This design comes from an exercise in tuning for small area on the open sky130 flow, not from production work. In this exercise RTL edits were held to simulation tests only and were not proved equivalent to the original. Power and IR drop assume default switching activity. The flow treats the clock pin as an ideal source, which a real chip does not have.

$ cat design/flow/config.mk
export PLATFORM = sky130hd
export DESIGN_NAME = ble_transport
export DESIGN_NICKNAME = ble_transport
export VERILOG_FILES = /design/flow/design.v
export SDC_FILE = /design/flow/constraint.sdc
export NUM_CORES = 4
export LEC_CHECK = 0
export CAP_MARGIN = 20
export CORE_MARGIN = 2
export CORE_UTILIZATION = 40
export SLEW_MARGIN = 20
$ cat design/flow/constraint.sdc
create_clock -name core_clock -period 10.0 [get_ports {clk}]
set_input_delay 2.0000 -clock core_clock [delete_from_list [all_inputs] [get_ports {clk}]]
set_output_delay 2.0000 -clock core_clock [all_outputs]
set_load 0.01 [all_outputs]
$ cat design/flow/design.v
module ble_transport (
    input  wire       clk,
    input  wire       rst,           
    input  wire       cmd_valid,
    input  wire [7:0] cmd_data,
    output wire       cmd_ready,
    output wire       rsp_valid,
    output wire [7:0] rsp_data,
    input  wire       rsp_ready,
    output reg        reqn,
    input  wire       rdyn,
    output wire       xfer_req,
    output wire [7:0] xfer_tx,
    input  wire       xfer_ack,
    input  wire [7:0] xfer_rx,
    output wire       fatal,
    output wire [7:0] fatal_cause
);
    localparam RB = 96;              
    assign fatal       = 1'b0;
    assign fatal_cause = 8'h00;
    localparam [3:0] OP_INIT = 4'h1, OP_SEND = 4'h2, OP_PEEK = 4'h3, OP_GET = 4'h4,
                     OP_TXE  = 4'h5, OP_TXF  = 4'h6, OP_RXE  = 4'h7, OP_RXF = 4'h8,
                     OP_FLUSH = 4'h9, OP_DEBUG = 4'hA;
    localparam [3:0] H_IDLE = 4'd0,    
                     H_ARGI = 4'd1,    
                     H_ARGD = 4'd2,    
                     H_SLEN = 4'd3,    
                     H_SPAY = 4'd4,    
                     H_SEND = 4'd5,    
                     H_EVP  = 4'd6,    
                     H_EVG  = 4'd7,    
                     H_RW   = 4'd8,    
                     H_RWD  = 4'd9,    
                     H_RST  = 4'd10,   
                     H_RWT  = 4'd11,   
                     H_RDAT = 4'd12;   
    localparam [3:0] S_IDLE  = 4'd0,
                     S_ENTRY = 4'd1,
                     S_START = 4'd2,
                     S_LD0   = 4'd3,
                     S_XFER  = 4'd4,
                     S_WRX   = 4'd5,
                     S_LDTX  = 4'd6,
                     S_END   = 4'd7,
                     S_REARM = 4'd8;
    reg [8*RB-1:0] txr, rxr;
    reg [4:0]      pb;               
    reg [1:0]      ps;               
    wire [7:0] txtap = txr[7:0];
    wire [7:0] rxtap = rxr[7:0];
    reg       tx_we, rx_we;
    reg [7:0] rx_wd;
    always @(posedge clk) begin
        txr <= {tx_we ? cmd_data : txtap, txr[8*RB-1:8]};
        rxr <= {rx_we ? rx_wd    : rxtap, rxr[8*RB-1:8]};
        pb  <= pb + 5'd1;
        if (pb == 5'd31)
            ps <= (ps == 2'd2) ? 2'd0 : ps + 2'd1;
    end
    function [1:0] add3;             
        input [1:0] a, b;
        reg   [2:0] s;
        begin
            s = a + b;
            add3 = (s >= 3'd6) ? s - 3'd6 : (s >= 3'd3) ? s - 3'd3 : s[1:0];
        end
    endfunction
    reg [1:0] th, tc, rh, rc;        
    reg       mode_edge, rdy_mask, attached, rdy_pend, rdyn_q, init_done;
    reg [3:0] svc_st;
    reg [7:0] xb;                    
    reg [5:0] k;                     
    reg [4:0] lh, mb;
    reg       rxnz;
    reg [3:0] h_st;
    reg [7:0] db;                    
    reg [4:0] j;                     
    reg [7:0] n;                     
    reg       st;                    
    reg [1:0] rsl;                   
    reg       um;                    
    wire [1:0] ttail = add3(th, tc);
    wire [1:0] rtail = add3(rh, rc);
    wire txq_empty = (tc == 2'd0);
    wire txq_full  = (tc == 2'd3);
    wire rxq_empty = (rc == 2'd0);
    wire rxq_full  = (rc == 2'd3);
    wire svc_idle  = (svc_st == S_IDLE);
    wire svc_start = svc_idle && mode_edge && rdy_pend && attached && !rdy_mask;
    wire host_go   = svc_idle && !svc_start;
    wire rdyn_fall = rdyn_q && !rdyn;
    wire [5:0] km1 = k - 6'd1;
    wire al_tx0  = (ps == th)    && (pb == 5'd0);
    wire al_txk  = (ps == th)    && (pb == k[4:0]);
    wire al_rxk  = (ps == rtail) && (pb == km1[4:0]);
    wire al_send = (ps == ttail) && (pb == j);
    wire al_rsp  = (ps == rsl)   && (pb == j);
    wire h_in = (h_st == H_IDLE) || (h_st == H_ARGI) || (h_st == H_ARGD) ||
                (h_st == H_SLEN && (!(init_done && !txq_full) || al_send)) ||
                (h_st == H_SPAY && (!st || al_send));
    assign cmd_ready = host_go && h_in;
    wire   cmd_fire  = cmd_valid && cmd_ready;
    assign rsp_valid = host_go && ((h_st == H_RW) || (h_st == H_RWD) ||
                                   (h_st == H_RST) || (h_st == H_RDAT));
    assign rsp_data  = db;
    wire   rsp_fire  = rsp_valid && rsp_ready;
    assign xfer_req = (svc_st == S_XFER);
    assign xfer_tx  = xb;
    wire   xfer_fire = xfer_req && xfer_ack;
    wire [4:0] ld5  = (xfer_rx > 8'd31) ? 5'd31 : xfer_rx[4:0];
    wire [4:0] lhm1 = (lh == 5'd0) ? 5'd0 : lh - 5'd1;
    always @(*) begin
        tx_we = 1'b0;
        rx_we = 1'b0;
        rx_wd = xb;
        if (svc_st == S_WRX && al_rxk)
            rx_we = 1'b1;
        if (host_go && cmd_fire &&
            ((h_st == H_SLEN && init_done && !txq_full && cmd_data <= 8'd31) ||
             (h_st == H_SPAY && st)))
            tx_we = 1'b1;
    end
    wire [3:0] in_op  = cmd_data[3:0];
    wire       in_ill = (cmd_data[7:4] != 4'h0) || (in_op == 4'h0) || (in_op > OP_DEBUG);
    always @(posedge clk) begin
        if (rst) begin
            th <= 2'd0; tc <= 2'd0; rh <= 2'd0; rc <= 2'd0;
            reqn      <= 1'b1;
            rdy_mask  <= 1'b0;
            attached  <= 1'b0;
            rdy_pend  <= 1'b0;
            rdyn_q    <= 1'b1;
            init_done <= 1'b0;
            mode_edge <= 1'b0;
            svc_st    <= S_IDLE;
            h_st      <= H_IDLE;
        end else begin
            rdyn_q <= rdyn;
            if (rdyn_fall && mode_edge)
                rdy_pend <= 1'b1;
            case (svc_st)
                S_IDLE:
                    if (svc_start)
                        svc_st <= S_ENTRY;
                S_ENTRY: begin
                    attached <= 1'b0;
                    if (!(rdyn_fall && mode_edge))
                        rdy_pend <= 1'b0;
                    svc_st <= S_START;
                end
                S_START: begin
                    reqn   <= 1'b0;
                    svc_st <= S_LD0;
                end
                S_LD0: begin
                    k <= 6'd0;
                    if (txq_empty) begin
                        xb     <= 8'h00;
                        lh     <= 5'd0;
                        svc_st <= S_XFER;
                    end else if (al_tx0) begin
                        xb     <= txtap;
                        lh     <= txtap[4:0];
                        svc_st <= S_XFER;
                    end
                end
                S_XFER:
                    if (xfer_fire) begin
                        if (k == 6'd0) begin
                            k      <= 6'd1;
                            svc_st <= S_LDTX;
                        end else begin
                            if (k == 6'd1) begin
                                xb   <= {3'd0, ld5};
                                mb   <= (ld5 > lhm1) ? ld5 : lhm1;
                                rxnz <= (xfer_rx != 8'd0);
                            end else begin
                                xb <= xfer_rx;
                            end
                            svc_st <= S_WRX;
                        end
                    end
                S_WRX:
                    if (al_rxk) begin
                        if (km1[4:0] == mb) begin
                            svc_st <= S_END;
                        end else begin
                            k      <= k + 6'd1;
                            svc_st <= S_LDTX;
                        end
                    end
                S_LDTX:
                    if (k > {1'b0, lh}) begin
                        xb     <= 8'h00;
                        svc_st <= S_XFER;
                    end else if (al_txk) begin
                        xb     <= txtap;
                        svc_st <= S_XFER;
                    end
                S_END: begin
                    reqn <= 1'b1;
                    if (!txq_empty) begin
                        th <= add3(th, 2'd1);
                        tc <= tc - 2'd1;
                    end
                    if (rxnz) begin
                        rc <= rc + 2'd1;
                        if (mode_edge && rc == 2'd2)
                            rdy_mask <= 1'b1;
                    end
                    svc_st <= S_REARM;
                end
                S_REARM: begin
                    if (!txq_empty)
                        reqn <= 1'b0;
                    if (mode_edge)
                        attached <= 1'b1;
                    svc_st <= S_IDLE;
                end
                default: svc_st <= S_IDLE;
            endcase
            if (host_go) begin
                case (h_st)
                    H_IDLE:
                        if (cmd_fire) begin
                            h_st <= H_RW;
                            if (in_ill)
                                db <= 8'h02;
                            else if (in_op == OP_INIT)
                                h_st <= H_ARGI;
                            else if (in_op == OP_DEBUG)
                                h_st <= H_ARGD;
                            else if (in_op == OP_SEND) begin
                                j    <= 5'd0;
                                h_st <= H_SLEN;
                            end
                            else if (!init_done)
                                db <= 8'h04;
                            else begin
                                case (in_op)
                                    OP_PEEK, OP_GET: begin
                                        if (!mode_edge && !rxq_full) begin
                                            if (rdyn) begin
                                                if (!txq_empty)
                                                    reqn <= 1'b0;
                                            end else begin
                                                svc_st <= S_START;
                                            end
                                        end
                                        h_st <= (in_op == OP_GET) ? H_EVG : H_EVP;
                                    end
                                    OP_TXE: db <= {7'd0, txq_empty};
                                    OP_TXF: db <= {7'd0, txq_full};
                                    OP_RXE: db <= {7'd0, rxq_empty};
                                    OP_RXF: db <= {7'd0, rxq_full};
                                    default: begin       
                                        tc <= 2'd0;
                                        rc <= 2'd0;
                                        db <= 8'h01;
                                    end
                                endcase
                            end
                        end
                    H_ARGI:
                        if (cmd_fire) begin
                            h_st <= H_RW;
                            if (cmd_data[7:1] != 7'd0) begin
                                db <= 8'h02;
                            end else begin
                                mode_edge <= cmd_data[0];
                                tc        <= 2'd0;
                                rc        <= 2'd0;
                                reqn      <= 1'b1;
                                rdy_mask  <= 1'b0;
                                rdy_pend  <= 1'b0;
                                attached  <= cmd_data[0];
                                init_done <= 1'b1;
                                db        <= 8'h01;
                            end
                        end
                    H_ARGD:
                        if (cmd_fire) begin
                            h_st <= H_RW;
                            db   <= (cmd_data[7:1] != 7'd0) ? 8'h02 : 8'h01;
                        end
                    H_SLEN:
                        if (cmd_fire) begin
                            n    <= cmd_data;
                            j    <= 5'd1;
                            st   <= init_done && !txq_full && cmd_data <= 8'd31;
                            h_st <= (cmd_data == 8'd0) ? H_SEND : H_SPAY;
                        end
                    H_SPAY:
                        if (cmd_fire) begin
                            n <= n - 8'd1;
                            j <= j + 5'd1;
                            if (n == 8'd1)
                                h_st <= H_SEND;
                        end
                    H_SEND: begin
                        h_st <= H_RW;
                        if (!init_done) begin
                            db <= 8'h04;
                        end else if (st) begin
                            tc   <= tc + 2'd1;
                            reqn <= 1'b0;
                            db   <= 8'h01;
                        end else begin
                            db <= 8'h00;
                        end
                    end
                    H_EVP, H_EVG: begin
                        um <= 1'b0;
                        if (rxq_empty) begin
                            db   <= 8'h00;
                            h_st <= H_RW;
                        end else begin
                            db   <= 8'h01;
                            rsl  <= rh;
                            h_st <= H_RWD;
                            if (h_st == H_EVG) begin
                                rh <= add3(rh, 2'd1);
                                rc <= rc - 2'd1;
                                um <= rxq_full && mode_edge;
                            end
                        end
                    end
                    H_RW:
                        if (rsp_fire)
                            h_st <= H_IDLE;
                    H_RWD:
                        if (rsp_fire) begin
                            db   <= 8'h00;
                            h_st <= H_RST;
                        end
                    H_RST:
                        if (rsp_fire) begin
                            j    <= 5'd0;
                            h_st <= H_RWT;
                        end
                    H_RWT:
                        if (al_rsp) begin
                            db   <= rxtap;
                            j    <= j + 5'd1;
                            h_st <= H_RDAT;
                        end
                    H_RDAT:
                        if (rsp_fire) begin
                            if (j == 5'd0) begin
                                if (um)
                                    rdy_mask <= 1'b0;
                                h_st <= H_IDLE;
                            end else if (al_rsp) begin
                                db <= rxtap;
                                j  <= j + 5'd1;
                            end else begin
                                h_st <= H_RWT;
                            end
                        end
                    default: h_st <= H_IDLE;
                endcase
            end
        end
    end
endmodule
$ cat design/flow/run.sh
#!/bin/bash
# synth_recipe.tcl (not shown) runs the flow's synth.tcl, then flattens the netlist and writes it again
# the make line also repeats each setting of config.mk as NAME=value (left out here)
make -C /OpenROAD-flow-scripts/flow DESIGN_CONFIG=/design/flow/config.mk WORK_HOME=/design/flow/orfs CLKGATE_MAP_FILE= SYNTH_SCRIPT=/design/flow/synth_recipe.tcl finish
==> results of run 1 <==
cell usage in the layout (no fill, tap or decap), types with 9 or more instances in the layout:
cell	n
clkinv_2	16
xor2_1	18
a31oi_1	13
dfxtp_1	1564
nand2_1	47
inv_1	43
clkdlybuf4s50_1	41
conb_1	9
mux2_2	12
xnor2_1	26
nand3_1	15
nor3_1	17
o21ai_0	38
clkbuf_16	147
nand4_1	9
inv_6	9
edfxtp_1	52
mux2i_1	17
nor2b_1	22
and2_1	13
clkbuf_8	28
nor2_1	74
ha_1	46
clkbuf_1	38
a21oi_1	36
power breakdown:
part	internal, uW	leakage [uW]	switching (uW)	total, uW
Sequential	6470	0.0131	3.09	6480
Clock	3040	0.00229	2240	5280
Combinational	39.5	0.00188	63.4	103
Total	9550	0.0172	2310	11900
cells in the mapped netlist (5+ instances only):
library cell	count
a211oi_1	8
a21oi_1	36
a31oi_1	13
and2_1	13
and3_1	8
buf_4	9
clkbuf_1	33
dfxtp_1	1564
edfxtp_1	52
ha_1	46
inv_1	43
mux2_1	6
mux2_2	12
mux2i_1	17
nand2_1	47
nand2b_1	7
nand3_1	15
nand4_1	9
nor2_1	74
nor2b_1	22
nor3_1	17
nor4_1	9
o211ai_1	6
o21ai_0	38
o31ai_1	5
xnor2_1	26
xor2_1	18
area by class of cell:
type	count	area share, %
Clock buffer	213	9.69
Clock inverter	41	1.04
Sequential cell	1616	75.7
Inverter	44	0.380
Tap cell	1186	3.42
Timing Repair Buffer	46	1.03
Multi-Input combinational cell	545	8.73
worst paths after layout:
kind	end	slack (ns)	cells past startpoint
worst min-delay path	txr[178]	0.31	0
worst max-delay path	cmd_ready	3.65	11
worst max register to register	j[4]	5.70	11
worst min register to register	txr[178]	0.31	0
worst max-delay path: cells and delay by family (launching register included):
family	cells	cell delay [ns]
simple gates	2	0.37
compound gates	2	0.86
buf+inv	3	0.68
fa+ha+maj	3	0.91
mux	1	0.35
flops	1	0.46
flip-flops by register name, summed over array words and instances, names as in the netlist, 6 cells and up:
signal and count:
rxr 768, db 8, txr 768, xb 8, k 6, n 8
through the flow:
step	utilization (%)	cells	setup WS, ns	instance area [um2]
after CTS	47.4	3691	3.58	43400
final	47.4	3691	3.65	43400
after global routing	47.4	3691	3.41	43400
after floorplan	-	2249	5.22	37000
after global placement	42.3	3437	4.35	38800
after detailed placement	42.3	3437	4.37	38800
routing by layer:
metal	up-vias	track usage, %
met2	312	15.3
li1	7573	-
met4	0	6.30
met3	157	3.69
met5	-	0
met1	7174	16.4
kinds of logic (layout without fill, tap and decap cells):
logic type,count (synthesis),after routing
XOR/XNOR,44,44
AND/OR/NAND/NOR,260,260
buffers and inverters,88,344
other,1,9
multiplexers,35,35
adder cells (fa/ha/maj),48,48
flip-flops,1616,1616
AO/OA/AOI/OAI,149,149
==> results.ini, run 1 <==
[status]
status = timing/DRC/antenna clean

[cts]
cts_made_buffers = 144
cts-htree-levels = 4
clockBufferDepth = 3
cts.sinks = 1616
ctsHoldBuffers = 0
clk_latency_ns = 0.71
cts_tree = built
clkTransAtPathRegs_ns = 0.06
ctsResizeCount = 0
postCtsSetupRepairBufs = 0
cts_root_buf = clkbuf_16

[synthesis]
ys_warn_count = 1
synthXorXnorAreaFrac_pct = 1.04
synth_top_family_by_area = simple AND/OR/NAND/NOR gates
synth-async-reset-ratio_pct = 0
netlist_top_cells_area = dfxtp_1 85%, edfxtp_1 4.2%, ha_1 1.6%, nor2_1 0.75%, xnor2_1 0.62%
syn_avg_cell_area_um2 = 16.5
synth_edf_count = 52
synthAdderAreaFrac_pct = 1.66
synth_top_area_cell = dfxtp_1
syn-cell-area_um2 = 37000
synth_compound_area_share_pct = 2.67
synthMuxAreaShare_pct = 1.01
ys_seq_elements = 1616
seq_area_frac_synth_pct = 88.9
yosys.area_share.simple_pct = 3.74
postSynthCellCount = 2241
synth.distinct_cells = 75
synth_ff_type = dfxtp_1
synth.top_cell.area_share_pct = 84.7

[finish]
seq_area_um2 = 32900
num-nets-final = 2467
multiInputGateArea_um2 = 3790
fillers = 7641
areaGrowthSynthToFinish_pct = 17.4
drive_above_1_share_pct = 10.0
n_antenna_cell = 0

[global_route]
antenna_found_initial = 1
grt_pass1_wl_mm = 84.6
grt_max_degree = 35
grt_pass1_vias = 15500
grt_remaining_overflow = 0
grt_usage_pct = 11.5

[sta]
slew_headroom_pct = 29.2
worstMarginPinSlew_ns = 1.06
fmax_mhz = 158
drv_slew = 0
clock_skew_ns = 0.0185
final_hold_viol_count = 0
whs_ns = 0.310
fin_setup_tns_ns = 0
min_period_over_period_pct = 63.5
finalSetupViolCount = 0
period_needed_ns = 6.35
rsz0062_at_grt = false

[floorplan]
fp.coreArea_um2 = 91700
die_w_um = 308
start_util_pct = 40.3
die_height_um = 308
rows = 111
die-area_um2 = 94900
ioPinCount = 51

[setup_path]
rr_startpoint = th[0]
cp-end-kind = output port
worstPathArrival_ns = 4.35
critical-path-slowest-cell = o41ai_4
critPathMaxStageDelay_ns = 0.64
worstPathRequired_ns = 8.00
path_cells = ha_1 -> inv_1 -> fa_1 -> inv_1 -> ha_1 -> nor2b_1 -> mux2_1 -> o21a_1 -> o41ai_4 -> and2_1 -> clkdlybuf4s50_1
setup.worst_path.class = reg2out
cp-startpoint = th[0]
path_max_fanout = 7
cp-start-kind = flop

[power_and_ir_drop]
pwr_density_cell_nw_per_um2 = 273
vdd_drop_max_uv = 127
totalPowerFinal_uw = 11900
leakage_uw = 0.0172

[hold_path]
hold_path_class = reg2reg
hold_start = txr[186]

[route]
dr.first_iter.drc_count = 796
dr.pass1.iters = 5
met1_length_mm = 27.5
met2_wirelength_mm = 20.9
viasPerCell = 4.12
post_drt_wl_per_cell_um = 14.5
drc = 0
wl_met3_mm = 3.01
drt-total-wl_mm = 53.4
top_layer = met4
ant_nets = 0
vias = 15200

[placement]
io_buffers = 41
place_hpwl_mm = 31.0
gp_congestion = 0.819

[job]
maxCapViolations = 0

==> inputs of run 2 (changes only) <==
--- a/design/flow/design.v
+++ b/design/flow/design.v
@@ -35,5 +35,6 @@
                      H_RST  = 4'd10,   
                      H_RWT  = 4'd11,   
-                     H_RDAT = 4'd12;   
+                     H_RDAT = 4'd12,   
+                     H_SZ   = 4'd13;   
     localparam [3:0] S_IDLE  = 4'd0,
                      S_ENTRY = 4'd1,
@@ -52,6 +53,7 @@
     reg       tx_we, rx_we;
     reg [7:0] rx_wd;
+    wire [7:0] tx_wd = (h_st == H_SZ) ? 8'h00 : cmd_data;
     always @(posedge clk) begin
-        txr <= {tx_we ? cmd_data : txtap, txr[8*RB-1:8]};
+        txr <= {tx_we ? tx_wd : txtap, txr[8*RB-1:8]};
         rxr <= {rx_we ? rx_wd    : rxtap, rxr[8*RB-1:8]};
         pb  <= pb + 5'd1;
@@ -72,8 +74,8 @@
     reg [7:0] xb;                    
     reg [5:0] k;                     
-    reg [4:0] lh, mb;
+    reg [4:0] mb;                    
     reg       rxnz;
     reg [3:0] h_st;
-    reg [7:0] db;                    
+    reg [2:0] db;                    
     reg [4:0] j;                     
     reg [7:0] n;                     
@@ -104,5 +106,5 @@
     assign rsp_valid = host_go && ((h_st == H_RW) || (h_st == H_RWD) ||
                                    (h_st == H_RST) || (h_st == H_RDAT));
-    assign rsp_data  = db;
+    assign rsp_data  = (h_st == H_RDAT) ? xb : {5'd0, db};
     wire   rsp_fire  = rsp_valid && rsp_ready;
     assign xfer_req = (svc_st == S_XFER);
@@ -110,5 +112,5 @@
     wire   xfer_fire = xfer_req && xfer_ack;
     wire [4:0] ld5  = (xfer_rx > 8'd31) ? 5'd31 : xfer_rx[4:0];
-    wire [4:0] lhm1 = (lh == 5'd0) ? 5'd0 : lh - 5'd1;
+    wire [4:0] lhm1 = (mb == 5'd0) ? 5'd0 : mb - 5'd1;
     always @(*) begin
         tx_we = 1'b0;
@@ -117,7 +119,7 @@
         if (svc_st == S_WRX && al_rxk)
             rx_we = 1'b1;
-        if (host_go && cmd_fire &&
+        if (host_go && ((cmd_fire &&
             ((h_st == H_SLEN && init_done && !txq_full && cmd_data <= 8'd31) ||
-             (h_st == H_SPAY && st)))
+             (h_st == H_SPAY && st))) || (h_st == H_SZ && al_send)))
             tx_we = 1'b1;
     end
@@ -158,9 +160,9 @@
                     if (txq_empty) begin
                         xb     <= 8'h00;
-                        lh     <= 5'd0;
+                        mb     <= 5'd0;
                         svc_st <= S_XFER;
                     end else if (al_tx0) begin
                         xb     <= txtap;
-                        lh     <= txtap[4:0];
+                        mb     <= txtap[4:0];
                         svc_st <= S_XFER;
                     end
@@ -192,5 +194,5 @@
                     end
                 S_LDTX:
-                    if (k > {1'b0, lh}) begin
+                    if (k[5] || txq_empty) begin
                         xb     <= 8'h00;
                         svc_st <= S_XFER;
@@ -227,5 +229,5 @@
                             h_st <= H_RW;
                             if (in_ill)
-                                db <= 8'h02;
+                                db <= 3'd2;
                             else if (in_op == OP_INIT)
                                 h_st <= H_ARGI;
@@ -237,5 +239,5 @@
                             end
                             else if (!init_done)
-                                db <= 8'h04;
+                                db <= 3'd4;
                             else begin
                                 case (in_op)
@@ -251,12 +253,12 @@
                                         h_st <= (in_op == OP_GET) ? H_EVG : H_EVP;
                                     end
-                                    OP_TXE: db <= {7'd0, txq_empty};
-                                    OP_TXF: db <= {7'd0, txq_full};
-                                    OP_RXE: db <= {7'd0, rxq_empty};
-                                    OP_RXF: db <= {7'd0, rxq_full};
+                                    OP_TXE: db <= {2'd0, txq_empty};
+                                    OP_TXF: db <= {2'd0, txq_full};
+                                    OP_RXE: db <= {2'd0, rxq_empty};
+                                    OP_RXF: db <= {2'd0, rxq_full};
                                     default: begin       
                                         tc <= 2'd0;
                                         rc <= 2'd0;
-                                        db <= 8'h01;
+                                        db <= 3'd1;
                                     end
                                 endcase
@@ -267,5 +269,5 @@
                             h_st <= H_RW;
                             if (cmd_data[7:1] != 7'd0) begin
-                                db <= 8'h02;
+                                db <= 3'd2;
                             end else begin
                                 mode_edge <= cmd_data[0];
@@ -277,5 +279,5 @@
                                 attached  <= cmd_data[0];
                                 init_done <= 1'b1;
-                                db        <= 8'h01;
+                                db        <= 3'd1;
                             end
                         end
@@ -283,5 +285,5 @@
                         if (cmd_fire) begin
                             h_st <= H_RW;
-                            db   <= (cmd_data[7:1] != 7'd0) ? 8'h02 : 8'h01;
+                            db   <= (cmd_data[7:1] != 7'd0) ? 3'd2 : 3'd1;
                         end
                     H_SLEN:
@@ -290,5 +292,6 @@
                             j    <= 5'd1;
                             st   <= init_done && !txq_full && cmd_data <= 8'd31;
-                            h_st <= (cmd_data == 8'd0) ? H_SEND : H_SPAY;
+                            h_st <= (cmd_data != 8'd0) ? H_SPAY :
+                                    (init_done && !txq_full) ? H_SZ : H_SEND;
                         end
                     H_SPAY:
@@ -297,4 +300,10 @@
                             j <= j + 5'd1;
                             if (n == 8'd1)
+                                h_st <= (st && j != 5'd31) ? H_SZ : H_SEND;
+                        end
+                    H_SZ:
+                        if (al_send) begin
+                            j <= j + 5'd1;
+                            if (j == 5'd31)
                                 h_st <= H_SEND;
                         end
@@ -302,11 +311,11 @@
                         h_st <= H_RW;
                         if (!init_done) begin
-                            db <= 8'h04;
+                            db <= 3'd4;
                         end else if (st) begin
                             tc   <= tc + 2'd1;
                             reqn <= 1'b0;
-                            db   <= 8'h01;
+                            db   <= 3'd1;
                         end else begin
-                            db <= 8'h00;
+                            db <= 3'd0;
                         end
                     end
@@ -314,8 +323,8 @@
                         um <= 1'b0;
                         if (rxq_empty) begin
-                            db   <= 8'h00;
+                            db   <= 3'd0;
                             h_st <= H_RW;
                         end else begin
-                            db   <= 8'h01;
+                            db   <= 3'd1;
                             rsl  <= rh;
                             h_st <= H_RWD;
@@ -332,5 +341,5 @@
                     H_RWD:
                         if (rsp_fire) begin
-                            db   <= 8'h00;
+                            db   <= 3'd0;
                             h_st <= H_RST;
                         end
@@ -342,5 +351,5 @@
                     H_RWT:
                         if (al_rsp) begin
-                            db   <= rxtap;
+                            xb   <= rxtap;
                             j    <= j + 5'd1;
                             h_st <= H_RDAT;
@@ -353,5 +362,5 @@
                                 h_st <= H_IDLE;
                             end else if (al_rsp) begin
-                                db <= rxtap;
+                                xb <= rxtap;
                                 j  <= j + 5'd1;
                             end else begin
@@ -362,4 +371,8 @@
                 endcase
             end
+            if (svc_start && h_st == H_RDAT) begin
+                h_st <= H_RWT;
+                j    <= j - 5'd1;
+            end
         end
     end
==> design/flow/flow/run.sh (new file) <==
#!/bin/bash
# The standard layout (standard.sh), with three changes:
#  - clock tree synthesis adds no dummy loads and uses sink clusters of up to
#    30 flip-flops within 60 um (fewer leaf buffers, clock-pin slew ~105 ps);
#  - port buffers are buf_1 (every input and output still gets one);
#  - core utilisation comes from config.mk.
set -euo pipefail
export CTS_ARGS="-sink_clustering_enable -repair_clock_nets -dont_use_dummy_load -sink_clustering_size 30 -sink_clustering_max_diameter 60"
export BUFFER_PORTS_ARGS="-buffer_cell sky130_fd_sc_hd__buf_1"
bash standard.sh > standard_flow.log 2>&1
==> design/flow/standard.sh (new file) <==
#!/bin/bash
# synth_recipe.tcl (not shown) runs the flow's synth.tcl, then flattens the netlist and writes it again
# the make line also repeats each setting of config.mk as NAME=value (left out here)
make -C /OpenROAD-flow-scripts/flow DESIGN_CONFIG=/design/flow/config.mk WORK_HOME=/design/flow/orfs CLKGATE_MAP_FILE= SYNTH_SCRIPT=/design/flow/synth_recipe.tcl "${@:-finish}"
--- a/design/flow/config.mk
+++ b/design/flow/config.mk
@@ -8,4 +8,4 @@
 export CAP_MARGIN = 20
 export CORE_MARGIN = 2
-export CORE_UTILIZATION = 40
+export CORE_UTILIZATION = 60
 export SLEW_MARGIN = 20
removed: design/flow/run.sh
==> run 2 against run 1 <==
Critical endpoint unchanged. Sequential share of layout area is 6.5 points higher. Final cell count fell by 14%. Register-to-register slack better by 0.06 ns.
==> results.ini, run 2 <==
[status]
status = timing/DRC/antenna clean

[power_and_ir_drop]
vdd_drop_max_uv = 182  ; +43%
seqPwrFrac_pct = 67.1  ; +12 points
power_switching_uw = 1940  ; -16%
switching_share_pct = 19.8  ; +0.33 points
p_int_uw = 7850  ; -18%
clockPowerShare_pct = 30.3  ; -14 points
leakage_uw = 0.0156  ; -9.4%
pwr_density_cell_nw_per_um2 = 247  ; -9.6%
combPwrFrac_pct = 2.7  ; +1.8 points

[synthesis]
synth_common_cells = 1564 x dfxtp_1, 103 x nor2_1, 71 x nand2_1
synth.most_common_cell = dfxtp_1
synth.top_cell.area_share_pct = 84.8  ; +0.15 points
synthAdderAreaFrac_pct = 1.50  ; -0.17 points
synthMuxAreaShare_pct = 0.800  ; -0.21 points
synth.distinct_cells = 74  ; -1.3%
yosys.area_share.simple_pct = 4.17  ; +0.43 points
synth-async-reset-ratio_pct = 0  ; unchanged
postSynthCellCount = 2312  ; +3.2%
synth_compound_area_share_pct = 3.22  ; +0.55 points
synthXorXnorAreaFrac_pct = 0.996  ; -0.046 points
synth_ff_type = dfxtp_1
syn_avg_cell_area_um2 = 16.0  ; -3.2%
synth_edf_count = 42  ; -19%
synth_top_area_cell = dfxtp_1
syn-cell-area_um2 = 36900  ; -0.17%
ys_warn_count = 1  ; unchanged
ys_seq_elements = 1606  ; -0.62%
seq_area_frac_synth_pct = 88.2  ; -0.66 points
synth_top_family_by_area = simple AND/OR/NAND/NOR gates
netlist_top_cells_area = dfxtp_1 85%, edfxtp_1 3.4%, ha_1 1.4%, nor2_1 1.0%, nand2_1 0.72%

[placement]
place_hpwl_mm = 31.6  ; +2.0%
io_buffers = 41  ; unchanged
gp_congestion = 0.865  ; +5.7%
dp_cells = 3096  ; -9.9%

[floorplan]
die-area_um2 = 63500  ; -33%
fp.coreArea_um2 = 60600  ; -34%
die_height_um = 252  ; -18%
die_w_um = 252  ; -18%
start_util_pct = 60.9  ; +21 points
ioPinCount = 51  ; unchanged
rows = 90  ; -19%

[route]
drt-total-wl_mm = 51.6  ; -3.3%
drc = 0  ; unchanged
vias = 15100  ; -1.0%
ant_nets = 0  ; unchanged
viasPerCell = 4.75  ; +15%
post_drt_wl_per_cell_um = 16.3  ; +13%
dr.pass1.iters = 5  ; unchanged
dr.first_iter.drc_count = 955  ; +20%

[cts]
clk_latency_ns = 0.62  ; -0.09 ns
cts-htree-levels = 3  ; -1
ctsResizeCount = 0  ; unchanged
cts_made_buffers = 69  ; -52%
cts_root_buf = clkbuf_16
clkTransAtPathRegs_ns = 0.10  ; +0.04 ns
postCtsSetupRepairBufs = 0  ; unchanged
ctsHoldBuffers = 0  ; unchanged
cts_tree = built
clockBufferDepth = 3  ; unchanged
cts.sinks = 1606  ; -0.62%

[job]
maxCapViolations = 0  ; unchanged

[setup_path]
cp-end-kind = output port
reg2reg_depth = 12  ; +1
cp.depth = 12  ; +1
path_cells = ha_1 -> inv_1 -> fa_1 -> inv_1 -> ha_1 -> nor2b_1 -> mux2_4 -> or3_1 -> and4_4 -> o41ai_1 -> a21oi_1 -> buf_1
critPathTopFamily = adder cells
cp-start-kind = flop
critPathMaxStageDelay_ns = 0.53  ; -0.11 ns
setup.worst_path.class = reg2out
critical-path-slowest-cell = fa_1
worstPathArrival_ns = 3.83  ; -0.52 ns
worstPathRequired_ns = 8.00  ; about the same
path_max_fanout = 6  ; -1
path_buf_inv = 3  ; unchanged

[sta]
whs_ns = 0.269  ; -0.0402 ns
slew_headroom_pct = 30.6  ; +1.3 points
drv_slew = 0  ; unchanged
fin_setup_tns_ns = 0  ; unchanged
worstMarginPinSlew_ns = 1.03  ; -0.0246 ns
period_needed_ns = 5.83  ; -0.520 ns
finalSetupViolCount = 0  ; unchanged
final_hold_viol_count = 0  ; unchanged
min_period_over_period_pct = 58.3  ; -5.2 points
clock_skew_ns = 0.0872  ; +0.0687 ns
rsz0062_at_grt = false
fmax_mhz = 172  ; +8.9%

[finish]
num-nets-final = 2450  ; -0.69%
layout_commonest_cell = dfxtp_1
reg_top3 = rxr (768), txr (768)
final_cell_mix = 1564 x dfxtp_1, 103 x nor2_1, 71 x nand2_1
areaGrowthSynthToFinish_pct = 7.36
multiInputGateArea_um2 = 4000  ; +5.5%
stdcell_count = 3167  ; -14%
drive_above_1_share_pct = 4.45  ; -5.6 points
fillers = 4224  ; -45%
seq_area_um2 = 32600  ; -0.91%

[global_route]
grt_util_met3_pct = 3.71  ; +0.024 points
antenna_found_initial = 2  ; +1
grt_max_degree = 32  ; -8.6%
grt_pass1_vias = 14900  ; -3.7%
grtUsageMet2_pct = 23.4  ; +8.1 points
busiest_layer = met1
grtUsageMet1_pct = 25.4  ; +8.9 points
grt_pass1_wl_mm = 81.8  ; -3.3%
grt_remaining_overflow = 0  ; unchanged
grt_usage_pct = 16.5  ; +5.0 points

[hold_path]
hold_path_class = reg2reg
hold_path_depth = 0  ; unchanged

## run 2: cell count changes after synthesis, moves of 6 or more
cell      delta
nand3_1     +11
a21oi_1      +9
edfxtp_1    -10
o21ai_0      +8
nor2_1      +29
nand2_1     +24
nand2b_1     +6
nor3_1       +9
mux2i_1      -7
nor2b_1      -7
## run 2: final timing paths
check,start,slack [ns],end
setup / recovery,th[0],4.17,cmd_ready
hold / removal,txr[765],0.27,txr[757]
setup reg to reg,th[0],5.76,j[2]
hold reg to reg,txr[765],0.27,txr[757]
## run 2: final cells by class
| cell class | count | share of cell area, % |
|---|---|---|
| repair buffers | 46 | 0.483 |
| well taps | 782 | 2.47 |
| diodes | 2 | 0.0126 |
| inverters | 45 | 0.426 |
| clock buffers | 69 | 4.36 |
| flip-flops and latches | 1606 | 82.2 |
| multi-input cells | 617 | 10.1 |
## run 2: worst register-to-register path: stages, from the launching register on
cell,delay [ns]
dfxtp_1,0.47
ha_1,0.19
inv_1,0.04
fa_1,0.53
inv_1,0.08
ha_1,0.29
or2_2,0.29
a32oi_1,0.19
xor2_1,0.21
and4_4,0.33
o21ai_1,0.15
and2_1,0.29
a221oi_1,0.78
## run 2: stage by stage
stage	cell area [um2]	power, uW	util [%]	worst slack [ns]
final	39600	9790	65.4	4.17
after global routing	39600	10100	65.4	3.94
after CTS	39600	9890	65.4	4.16
after detailed placement	37900	6970	62.6	4.83
after global placement	37900	6980	62.6	4.88
after floorplan	37000	6870	-	5.22
## run 2: logic make-up (layout without fill, tap and decap cells)
| logic type | Yosys count | in the layout |
|---|---|---|
| DFF | 1606 | 1606 |
| and+or+nand+nor | 318 | 318 |
| AOI/OAI and AO/OA | 178 | 178 |
| buffers and inverters | 97 | 160 |
| adders and majority gates | 43 | 43 |
| xor gates and xnor gates | 42 | 42 |
| muxes | 27 | 27 |
| other | 1 | 11 |
## run 2: per-layer routing
| metal | routed length (um) | vias to the layer above |
|---|---|---|
| met5 | 0 | - |
| met1 | 27000 | 7177 |
| met3 | 2550 | 78 |
| met2 | 20900 | 262 |
| li1 | - | 7542 |
| met4 | 1250 | 0 |
## run 2: power groups by stage
stage / clock network, uW / logic, uW / registers (uW)
floorplan: 0 / 187 / 6690
global placement: 0 / 265 / 6710
detailed placement: 0 / 260 / 6710
CTS: 3060 / 261 / 6570
global route: 3280 / 288 / 6580
finish: 2960 / 260 / 6560
==> inputs of run 3 (changes only) <==
--- a/design/flow/design.v
+++ b/design/flow/design.v
@@ -37,13 +37,11 @@
                      H_RDAT = 4'd12,   
                      H_SZ   = 4'd13;   
-    localparam [3:0] S_IDLE  = 4'd0,
-                     S_ENTRY = 4'd1,
-                     S_START = 4'd2,
-                     S_LD0   = 4'd3,
-                     S_XFER  = 4'd4,
-                     S_WRX   = 4'd5,
-                     S_LDTX  = 4'd6,
-                     S_END   = 4'd7,
-                     S_REARM = 4'd8;
+    localparam [2:0] S_IDLE  = 3'd0,
+                     S_ENTRY = 3'd1,
+                     S_XFER  = 3'd2,
+                     S_WRX   = 3'd3,
+                     S_LDTX  = 3'd4,
+                     S_END   = 3'd5,
+                     S_REARM = 3'd6;
     reg [8*RB-1:0] txr, rxr;
     reg [4:0]      pb;               
@@ -71,5 +69,5 @@
     reg [1:0] th, tc, rh, rc;        
     reg       mode_edge, rdy_mask, attached, rdy_pend, rdyn_q, init_done;
-    reg [3:0] svc_st;
+    reg [2:0] svc_st;
     reg [7:0] xb;                    
     reg [5:0] k;                     
@@ -77,10 +75,9 @@
     reg       rxnz;
     reg [3:0] h_st;
-    reg [2:0] db;                    
+    reg [1:0] db;                    
     reg [4:0] j;                     
     reg [7:0] n;                     
     reg       st;                    
     reg [1:0] rsl;                   
-    reg       um;                    
     wire [1:0] ttail = add3(th, tc);
     wire [1:0] rtail = add3(rh, rc);
@@ -90,9 +87,10 @@
     wire rxq_full  = (rc == 2'd3);
     wire svc_idle  = (svc_st == S_IDLE);
-    wire svc_start = svc_idle && mode_edge && rdy_pend && attached && !rdy_mask;
+    wire img_busy  = (h_st == H_RWD) || (h_st == H_RST) || (h_st == H_RWT) || (h_st == H_RDAT);
+    wire svc_start = svc_idle && mode_edge && rdy_pend && attached && !rdy_mask &&
+                     !(img_busy && rtail == rsl);
     wire host_go   = svc_idle && !svc_start;
     wire rdyn_fall = rdyn_q && !rdyn;
     wire [5:0] km1 = k - 6'd1;
-    wire al_tx0  = (ps == th)    && (pb == 5'd0);
     wire al_txk  = (ps == th)    && (pb == k[4:0]);
     wire al_rxk  = (ps == rtail) && (pb == km1[4:0]);
@@ -106,5 +104,5 @@
     assign rsp_valid = host_go && ((h_st == H_RW) || (h_st == H_RWD) ||
                                    (h_st == H_RST) || (h_st == H_RDAT));
-    assign rsp_data  = (h_st == H_RDAT) ? xb : {5'd0, db};
+    assign rsp_data  = (h_st == H_RDAT) ? xb : {5'd0, db == 2'd3, db == 2'd2, db == 2'd1};
     wire   rsp_fire  = rsp_valid && rsp_ready;
     assign xfer_req = (svc_st == S_XFER);
@@ -150,21 +148,7 @@
                     if (!(rdyn_fall && mode_edge))
                         rdy_pend <= 1'b0;
-                    svc_st <= S_START;
-                end
-                S_START: begin
                     reqn   <= 1'b0;
-                    svc_st <= S_LD0;
-                end
-                S_LD0: begin
-                    k <= 6'd0;
-                    if (txq_empty) begin
-                        xb     <= 8'h00;
-                        mb     <= 5'd0;
-                        svc_st <= S_XFER;
-                    end else if (al_tx0) begin
-                        xb     <= txtap;
-                        mb     <= txtap[4:0];
-                        svc_st <= S_XFER;
-                    end
+                    k      <= 6'd0;
+                    svc_st <= S_LDTX;
                 end
                 S_XFER:
@@ -193,12 +177,17 @@
                         end
                     end
-                S_LDTX:
+                S_LDTX: begin
                     if (k[5] || txq_empty) begin
                         xb     <= 8'h00;
+                        if (k == 6'd0)
+                            mb <= 5'd0;
                         svc_st <= S_XFER;
                     end else if (al_txk) begin
                         xb     <= txtap;
+                        if (k == 6'd0)
+                            mb <= txtap[4:0];
                         svc_st <= S_XFER;
                     end
+                end
                 S_END: begin
                     reqn <= 1'b1;
@@ -229,5 +218,5 @@
                             h_st <= H_RW;
                             if (in_ill)
-                                db <= 3'd2;
+                                db <= 2'd2;
                             else if (in_op == OP_INIT)
                                 h_st <= H_ARGI;
@@ -239,5 +228,5 @@
                             end
                             else if (!init_done)
-                                db <= 3'd4;
+                                db <= 2'd3;
                             else begin
                                 case (in_op)
@@ -248,17 +237,17 @@
                                                     reqn <= 1'b0;
                                             end else begin
-                                                svc_st <= S_START;
+                                                svc_st <= S_ENTRY;
                                             end
                                         end
                                         h_st <= (in_op == OP_GET) ? H_EVG : H_EVP;
                                     end
-                                    OP_TXE: db <= {2'd0, txq_empty};
-                                    OP_TXF: db <= {2'd0, txq_full};
-                                    OP_RXE: db <= {2'd0, rxq_empty};
-                                    OP_RXF: db <= {2'd0, rxq_full};
+                                    OP_TXE: db <= {1'b0, txq_empty};
+                                    OP_TXF: db <= {1'b0, txq_full};
+                                    OP_RXE: db <= {1'b0, rxq_empty};
+                                    OP_RXF: db <= {1'b0, rxq_full};
                                     default: begin       
                                         tc <= 2'd0;
                                         rc <= 2'd0;
-                                        db <= 3'd1;
+                                        db <= 2'd1;
                                     end
                                 endcase
@@ -269,5 +258,5 @@
                             h_st <= H_RW;
                             if (cmd_data[7:1] != 7'd0) begin
-                                db <= 3'd2;
+                                db <= 2'd2;
                             end else begin
                                 mode_edge <= cmd_data[0];
@@ -279,5 +268,5 @@
                                 attached  <= cmd_data[0];
                                 init_done <= 1'b1;
-                                db        <= 3'd1;
+                                db        <= 2'd1;
                             end
                         end
@@ -285,5 +274,5 @@
                         if (cmd_fire) begin
                             h_st <= H_RW;
-                            db   <= (cmd_data[7:1] != 7'd0) ? 3'd2 : 3'd1;
+                            db   <= (cmd_data[7:1] != 7'd0) ? 2'd2 : 2'd1;
                         end
                     H_SLEN:
@@ -311,20 +300,19 @@
                         h_st <= H_RW;
                         if (!init_done) begin
-                            db <= 3'd4;
+                            db <= 2'd3;
                         end else if (st) begin
                             tc   <= tc + 2'd1;
                             reqn <= 1'b0;
-                            db   <= 3'd1;
+                            db   <= 2'd1;
                         end else begin
-                            db <= 3'd0;
+                            db <= 2'd0;
                         end
                     end
                     H_EVP, H_EVG: begin
-                        um <= 1'b0;
                         if (rxq_empty) begin
-                            db   <= 3'd0;
+                            db   <= 2'd0;
                             h_st <= H_RW;
                         end else begin
-                            db   <= 3'd1;
+                            db   <= 2'd1;
                             rsl  <= rh;
                             h_st <= H_RWD;
@@ -332,5 +320,6 @@
                                 rh <= add3(rh, 2'd1);
                                 rc <= rc - 2'd1;
-                                um <= rxq_full && mode_edge;
+                                if (rxq_full && mode_edge)
+                                    rdy_mask <= 1'b0;
                             end
                         end
@@ -341,5 +330,5 @@
                     H_RWD:
                         if (rsp_fire) begin
-                            db   <= 3'd0;
+                            db   <= 2'd0;
                             h_st <= H_RST;
                         end
@@ -358,6 +347,4 @@
                         if (rsp_fire) begin
                             if (j == 5'd0) begin
-                                if (um)
-                                    rdy_mask <= 1'b0;
                                 h_st <= H_IDLE;
                             end else if (al_rsp) begin
==> design/flow/flow/run.sh (replaced) <==
#!/bin/bash
# The standard layout (standard.sh), with three changes:
#  - clock tree synthesis adds no dummy loads and uses sink clusters of up to
#    34 flip-flops within 60 um (fewer leaf buffers, clock-pin slew ~115 ps);
#  - port buffers are buf_1 (every input and output still gets one);
#  - core utilisation comes from config.mk.
set -euo pipefail
export CTS_ARGS="-sink_clustering_enable -repair_clock_nets -dont_use_dummy_load -sink_clustering_size 34 -sink_clustering_max_diameter 60"
export BUFFER_PORTS_ARGS="-buffer_cell sky130_fd_sc_hd__buf_1"
bash standard.sh > standard_flow.log 2>&1
==> run 3 against run 2 <==
Highest routed layer is now met5. Clock skew increased by 0.020 ns. Critical path type unchanged. Routed wire length is 0.32% higher. Non-clock buffer count grew 4. Hold slack improved by 0.0034 ns.
==> results.ini, run 3 <==
[status]
status = timing/DRC/antenna clean

[sta]
rsz0062_at_grt = false
slew_headroom_pct = 25.4  ; -5.1 points
period_needed_ns = 6.48  ; +0.655 ns
fin_setup_tns_ns = 0  ; unchanged
whs_ns = 0.273  ; +0.00337 ns
clock_skew_ns = 0.107  ; +0.0200 ns
min_period_over_period_pct = 64.8  ; +6.5 points
fmax_mhz = 154  ; -10%
finalSetupViolCount = 0  ; unchanged
worstMarginPinSlew_ns = 1.11  ; +0.0749 ns
final_hold_viol_count = 0  ; unchanged
drv_slew = 0  ; unchanged

[synthesis]
synth_compound_area_share_pct = 3.56  ; +0.34 points
synth.most_common_cell = dfxtp_1
postSynthCellCount = 2340  ; +1.2%
synth.top_cell.area_share_pct = 84.4  ; -0.37 points
synthMuxAreaShare_pct = 0.790  ; -0.0098 points
synth_top_area_cell = dfxtp_1
ys_warn_count = 1  ; unchanged
netlist_top_cells_area = dfxtp_1 84%, edfxtp_1 3.2%, ha_1 1.4%, nand2_1 0.87%, a21oi_1 0.84%
seq_area_frac_synth_pct = 87.7  ; -0.55 points
synth.distinct_cells = 78  ; +5.4%
ys_seq_elements = 1603  ; -0.19%
synth_edf_count = 40  ; -4.8%
synth-async-reset-ratio_pct = 0  ; unchanged
synthXorXnorAreaFrac_pct = 0.945  ; -0.051 points
synth_ff_type = dfxtp_1
syn_avg_cell_area_um2 = 15.8  ; -0.82%
yosys.area_share.simple_pct = 4.47  ; +0.30 points
synthAdderAreaFrac_pct = 1.46  ; -0.039 points
synth_common_cells = 1563 x dfxtp_1, 86 x nand2_1, 74 x nor2_1
syn-cell-area_um2 = 37100  ; +0.38%
synth_top_family_by_area = simple AND/OR/NAND/NOR gates

[global_route]
grt_pass1_vias = 14800  ; -0.92%
grt_pass1_wl_mm = 81.5  ; -0.33%
antenna_found_initial = 2  ; unchanged
grt_usage_pct = 16.4  ; -0.16 points
grt_remaining_overflow = 0  ; unchanged
grt_max_degree = 35  ; +9.4%

[route]
post_drt_wl_per_cell_um = 16.2  ; -0.47%
ant_nets = 0  ; unchanged
dr.pass1.iters = 6  ; +1
dr.first_iter.drc_count = 920  ; -3.7%
viasPerCell = 4.76  ; +0.17%
drc = 0  ; unchanged
drt-total-wl_mm = 51.8  ; +0.32%
vias = 15200  ; +0.96%

[setup_path]
setup.worst_path.class = reg2out
r2r_setup_slack_ns = 5.28  ; -0.48 ns
worstPathArrival_ns = 4.48  ; +0.65 ns
path_max_fanout = 7  ; +1
rr_endpoint = n[3]
worstPathRequired_ns = 8.00  ; about the same
cp-start-kind = flop
rr_startpoint = th[0]
cp-end-kind = output port
reg2reg_depth = 12  ; unchanged

[finish]
final_cell_mix = 1563 x dfxtp_1, 86 x nand2_1, 74 x nor2_1
layout_commonest_cell = dfxtp_1
n_antenna_cell = 0  ; -2
num-nets-final = 2468  ; +0.73%
reg_top3 = rxr (768), txr (768)
drive_above_1_share_pct = 4.29  ; -0.16 points
areaGrowthSynthToFinish_pct = 6.62

[cts]
cts_tree = built
ctsHoldBuffers = 0  ; unchanged
ctsResizeCount = 0  ; unchanged
cts_root_buf = clkbuf_16
clockBufferDepth = 3  ; unchanged
cts-htree-levels = 2  ; -1
cts.sinks = 1603  ; -0.19%
clk_latency_ns = 0.67  ; +0.05 ns
clkTransAtPathRegs_ns = 0.11  ; about the same
cts_made_buffers = 58  ; -16%
postCtsSetupRepairBufs = 0  ; unchanged

[floorplan]
ioPinCount = 51  ; unchanged
die_w_um = 253  ; +0.19%
fp.coreArea_um2 = 61400  ; +1.3%
die-area_um2 = 63800  ; +0.37%
rows = 91  ; +1.1%
start_util_pct = 60.4  ; -0.55 points
die_height_um = 253  ; +0.19%

[job]
maxCapViolations = 0  ; unchanged

[hold_path]
hold_start = txr[284]
hold_path_depth = 0  ; unchanged
hold_path_class = reg2reg
min_to = txr[276]

[power_and_ir_drop]
leakage_uw = 0.0154  ; -1.2%
vdd_drop_max_uv = 228  ; +25%
pwr_density_cell_nw_per_um2 = 242  ; -2.1%

[placement]
io_buffers = 41  ; unchanged
place_hpwl_mm = 32.1  ; +1.5%
gp_congestion = 0.862  ; -0.42%

## run 3: changes by cell type after synthesis, sizes merged, moves of 5 or more
cell | before | now
a21oi | 45 | 63
a22o | 9 | 4
buf | 15 | 20
nand2 | 71 | 88
nand2b | 13 | 21
nand4 | 9 | 14
nor2 | 103 | 74
nor3 | 26 | 31
nor4 | 11 | 16
o211ai | 3 | 9
o21ai | 49 | 43
o22ai | 1 | 7
xnor2 | 22 | 28
xor2 | 20 | 12
## run 3: kinds of logic after synthesis
| group | after synthesis |
|---|---|
| flip-flops | 1603 |
| AND/OR/NAND/NOR | 332 |
| AO/OA/AOI/OAI | 200 |
| buffers and inverters | 95 |
| adder cells (fa/ha/maj) | 42 |
| XOR/XNOR | 40 |
| multiplexers | 27 |
| other | 1 |
## run 3: cell type report
type                    count  area [um2]
flip-flops and latches   1603       32500
fillers                  4367       21900
multi-input cells         650        4210
clock buffers              58        1450
well taps                 790         988
repair buffers             50         221
inverters                  41         154
## run 3: worst max-delay path by stage
| stage | to | depth (start not counted) | slack, ns | startpoint |
|---|---|---|---|---|
| after global placement | cmd_ready | 12 | 4.29 | th[0] |
| after CTS | cmd_ready | 12 | 3.54 | th[0] |
| final | cmd_ready | 12 | 3.52 | th[0] |
| after global routing | cmd_ready | 11 | 3.29 | th[1] |
| after detailed placement | cmd_ready | 12 | 4.19 | th[0] |
| after floorplan | rsp_valid | 13 | 4.78 | rh[0] |
## run 3: report_power, final
part | switching, uW | internal [uW]
clock | 1660 | 1040
sequential | 41.9 | 6500
combinational | 206 | 92.8
total | 1910 | 7640
## run 3: per-layer routing
| layer | part of all wire [%] | routed length (um) | GRT usage [%] |
|---|---|---|---|
| met5 | 0.031 | 16 | 0 |
| met2 | 39 | 20200 | 22.6 |
| met3 | 6.8 | 3520 | 4.32 |
| met1 | 52 | 26800 | 25.1 |
| met4 | 2.5 | 1280 | 5.12 |
## run 3: worst max-delay path: stages, from the launching register on
cell and delay (ns):
dfxtp_1 0.47, ha_1 0.20, inv_1 0.05, fa_1 0.56, inv_1 0.10, ha_1 0.22
nand2b_1 0.18, o211a_1 0.23, o31a_1 0.25, nor4_1 0.93, o21ai_1 0.27, a21oi_1 0.24
buf_1 0.19
## run 3: per-stage QoR
step / power, uW / cell area [um2] / setup WS [ns] / std cells / utilization (%)
after global placement: 6980 / 38000 / 4.29 / 3134 / 62.0
after floorplan: 6870 / 37100 / 4.78 / 2348 / -
final: 9550 / 39500 / 3.52 / 3192 / 64.4
after detailed placement: 6980 / 38100 / 4.19 / 3134 / 62.0
after global routing: 9890 / 39500 / 3.29 / 3192 / 64.4
after CTS: 9630 / 39500 / 3.54 / 3192 / 64.4
==> inputs of run 4 (changes only) <==
==> design/flow/flow/run.sh (replaced) <==
#!/bin/bash
# The standard layout (standard.sh), with these changes:
#  - synthesis is the standard flow's own script (synth_recipe.tcl) with one difference:
#    ABC maps the logic with its default area-oriented liberty script and no
#    delay target (ORFS passes -D 10.0, which ABC reads as 10 ps, with a speed
#    script).  Registers are mapped before ABC, so they are the same, with the
#    same names and cells, as the standard synthesis's;
#  - clock tree synthesis adds no dummy loads and uses sink clusters of up to
#    34 flip-flops within 60 um (fewer leaf buffers, clock-pin slew ~115 ps);
#  - port buffers are buf_1 (every input and output still gets one);
#  - core utilisation comes from config.mk.
# Each step's output goes to its own log here; ORFS's logs are under orfs/logs.
set -euo pipefail
export CTS_ARGS="-sink_clustering_enable -repair_clock_nets -dont_use_dummy_load -sink_clustering_size 34 -sink_clustering_max_diameter 60"
export BUFFER_PORTS_ARGS="-buffer_cell sky130_fd_sc_hd__buf_1"

# area_synth.tcl: synth_recipe.tcl preceded by a wrapper for ABC
{
  cat flow/abc_area.tcl
  cat synth_recipe.tcl
} > area_synth.tcl
sed "s#SYNTH_SCRIPT=[^ ]*#SYNTH_SCRIPT=$PWD/area_synth.tcl#" standard.sh > area_synth_step.sh
grep -q "SYNTH_SCRIPT=$PWD/area_synth.tcl" area_synth_step.sh

bash area_synth_step.sh synth > synth_flow.log 2>&1
bash standard.sh > standard_flow.log 2>&1
==> design/flow/flow/abc_area.tcl (new file) <==
# Area-oriented technology mapping: drop the ABC script, delay target and
# constraint file that ORFS's synthesis passes, so ABC runs its default
# liberty mapping.  Sourced ahead of synth_recipe.tcl.
proc abc {args} {
  set kept {}
  set skip 0
  foreach a $args {
    if {$skip} { set skip 0; continue }
    if {$a in {-script -D -constr}} { set skip 1; continue }
    lappend kept $a
  }
  yosys abc {*}$kept
}
==> run 4 against run 3 <==
Still clean on timing, DRC and antenna. Sequential share of layout area grew 0.84 points. Critical path depth did not move. Register-to-register slack worse by 0.50 ns. Via count down 2.2%. Hold slack worse by 0.0076 ns. Final cell count decreased by 1.8%. Setup slack got worse by 0.22 ns. Critical endpoint is now rsp_valid. Largest cell class unchanged.
==> results.ini, run 4 <==
[route]
dr.first_iter.drc_count = 875  ; -4.9%
drt-total-wl_mm = 50.1  ; -3.3%
dr.pass1.iters = 6  ; unchanged
ant_nets = 0  ; unchanged
post_drt_wl_per_cell_um = 16.0  ; -1.6%
viasPerCell = 4.74  ; -0.46%
drc = 0  ; unchanged
vias = 14900  ; -2.2%

[synthesis]
synth.distinct_cells = 60  ; -23%
synth.top_cell.area_share_pct = 85.7  ; +1.3 points
syn_avg_cell_area_um2 = 16.2  ; +2.3%
synth.most_common_cell = dfxtp_1
synth_top_area_cell = dfxtp_1
netlist_top_cells_area = dfxtp_1 86%, edfxtp_1 3.3%, ha_1 1.4%, nand2_1 0.91%, nor2_1 0.91%
syn-cell-area_um2 = 36500  ; -1.5%
ys_seq_elements = 1603  ; unchanged
seq_area_frac_synth_pct = 89.0  ; +1.4 points
postSynthCellCount = 2252  ; -3.8%
synth_common_cells = 1563 x dfxtp_1, 88 x nand2_1, 88 x nor2_1
synth_ff_type = dfxtp_1
synth-async-reset-ratio_pct = 0  ; unchanged
ys_warn_count = 1  ; unchanged
synth_edf_count = 40  ; unchanged

[cts]
cts_root_buf = clkbuf_16
cts.sinks = 1603  ; unchanged
cts_tree = built
cts_made_buffers = 59  ; +1.7%
ctsResizeCount = 0  ; unchanged
cts-htree-levels = 2  ; unchanged
clk_latency_ns = 0.66  ; about the same
clockBufferDepth = 3  ; unchanged
clkTransAtPathRegs_ns = 0.11  ; about the same
ctsHoldBuffers = 0  ; unchanged
postCtsSetupRepairBufs = 0  ; unchanged

[power_and_ir_drop]
vdd_drop_max_uv = 225  ; -1.1%
totalPowerFinal_uw = 9600  ; +0.51%
leakage_uw = 0.0153  ; -0.57%
pwr_density_cell_nw_per_um2 = 245  ; +1.5%

[global_route]
grt_pass1_vias = 14700  ; -0.44%
grt_max_degree = 35  ; unchanged
grt_remaining_overflow = 0  ; unchanged
antenna_found_initial = 0  ; -2
grt_usage_pct = 16.2  ; -0.18 points
grt_pass1_wl_mm = 80.6  ; -1.1%

[status]
status = timing/DRC/antenna clean

[sta]
finalSetupViolCount = 0  ; unchanged
rsz0062_at_grt = false
fin_setup_tns_ns = 0  ; unchanged
fmax_mhz = 149  ; -3.3%
drv_slew = 0  ; unchanged
worstMarginPinSlew_ns = 1.10  ; -0.00457 ns
period_needed_ns = 6.70  ; +0.222 ns
min_period_over_period_pct = 67.0  ; +2.2 points
finalWorstSetupSlack_ns = 3.30  ; -0.222 ns
slew_headroom_pct = 25.8  ; +0.42 points
final_hold_viol_count = 0  ; unchanged
clock_skew_ns = 0.0748  ; -0.0324 ns

[placement]
dp_cells = 3077  ; -1.8%
dpl_cell_area_um2 = 37600  ; -1.1%
post-place-ws_ns = 3.92  ; -0.270 ns
place_hpwl_mm = 30.6  ; -4.6%
gp_congestion = 0.820  ; -4.9%
io_buffers = 41  ; unchanged

[floorplan]
rows = 90  ; -1.1%
die_w_um = 251  ; -0.76%
fp.coreArea_um2 = 60200  ; -1.8%
ioPinCount = 51  ; unchanged
die-area_um2 = 62800  ; -1.5%
start_util_pct = 60.6  ; +0.18 points
die_height_um = 251  ; -0.76%

[setup_path]
worstPathArrival_ns = 4.70  ; +0.22 ns
setup.worst_path.class = reg2out
cp-start-kind = flop
cp-end-kind = output port
path_max_fanout = 11  ; +4
worstPathRequired_ns = 8.00  ; about the same

[finish]
layout_commonest_cell = dfxtp_1
final_cell_mix = 1563 x dfxtp_1, 88 x nor2_1, 88 x nand2_1
reg_top3 = rxr (768), txr (768)
stdcell_area_um2 = 39100  ; -1.0%
n_antenna_cell = 0  ; unchanged
drive_above_1_share_pct = 2.80  ; -1.5 points
stdcell_count = 3136  ; -1.8%
num-nets-final = 2420  ; -1.9%
areaGrowthSynthToFinish_pct = 7.18

[hold_path]
hold_path_class = reg2reg

[job]
maxCapViolations = 0  ; unchanged

-- run 4: kinds of logic (layout without fill, tap and decap cells) --
group | after synthesis | after routing | synth area share, %
flops | 1603 | 1603 | 89.0
simple gates | 324 | 324 | 4.24
compound gates | 174 | 174 | 3.07
xor+xnor | 45 | 45 | 1.08
buf+inv | 45 | 139 | 0.555
fa+ha+maj | 42 | 42 | 1.48
mux | 18 | 18 | 0.538
other cells | 1 | 9 | 0.0103
-- run 4: final timing paths --
check | endpoint | cells after the start | slack (ns) | from
max reg2reg | txr[767] | 16 | 4.78 | rh[1]
max | rsp_valid | 12 | 3.30 | rh[1]
min reg2reg | txr[63] | 0 | 0.27 | txr[71]
min | txr[63] | 0 | 0.27 | txr[71]
-- run 4: critical path, stage by stage, from the launching register on --
cell	delay (ns)
dfxtp_1	0.42
clkinv_1	0.20
fa_1	0.65
clkinv_1	0.11
ha_1	0.19
nand2b_1	0.17
or3_1	0.31
a31oi_1	0.35
xnor2_1	0.17
a31oi_1	0.24
or4_1	0.75
a21oi_1	0.31
buf_1	0.19
-- run 4: area by class of cell --
cell class                      instances  area [um2]
Clock buffer                           59        1480
Fill cell                            4138       21100
Inverter                               36         135
Multi-Input combinational cell        612        3860
Sequential cell                      1603       32500
Tap cell                              782         978
Timing Repair Buffer                   44         176
-- run 4: metal layers --
metal	part of all wire, %	vias up	global-route usage [%]
met2	40	275	22.9
met1	52	7058	25.0
li1	-	7456	-
met3	5.9	80	3.49
met5	0	-	0
met4	2.1	0	4.65
-- run 4: metrics by stage --
step	hold slack (ns)	util (%)
2_1_floorplan	0.310	-
3_3_place_gp	0.310	62.4
3_5_place_dp	0.312	62.5
4_1_cts	0.263	64.9
5_1_grt	0.266	64.9
6_report	0.265	64.9
-- run 4: report_power, final --
group          leakage [uW]  switching (uW)  total (uW)  internal, uW
combinational       0.00164             199         290          91.3
sequential           0.0130            49.6        6580          6530
clock              0.000727            1670        2730          1060
total                0.0153            1920        9600          7680

what the ideal ports hide:
In the flow no input, the clock included, has a driving cell. The finished layouts below were timed again as built, in two steps.
Step 1 assumes that a clkbuf_16 drives the clock port and a buf_2 every other input.
Step 2 times the ports against the registers' clock, not the clock port: input delays grow and output delays shrink by t, the midpoint of the rising clock arrivals with the driver on.
Three values: ideal, step 1, step 2; two values: the first two.
run	shift t [ns]	slack for setup (ns)	cell pins on the clock port's net
run 1	0.763	3.653 / 3.593 / 4.356	1
run 2	0.640	4.173 / 4.111 / 4.751	1
run 3	0.675	3.518 / 3.459 / 4.134	1
run 4	0.684	3.296 / 3.234 / 3.919	1
After both steps every run listed still meets setup and hold.
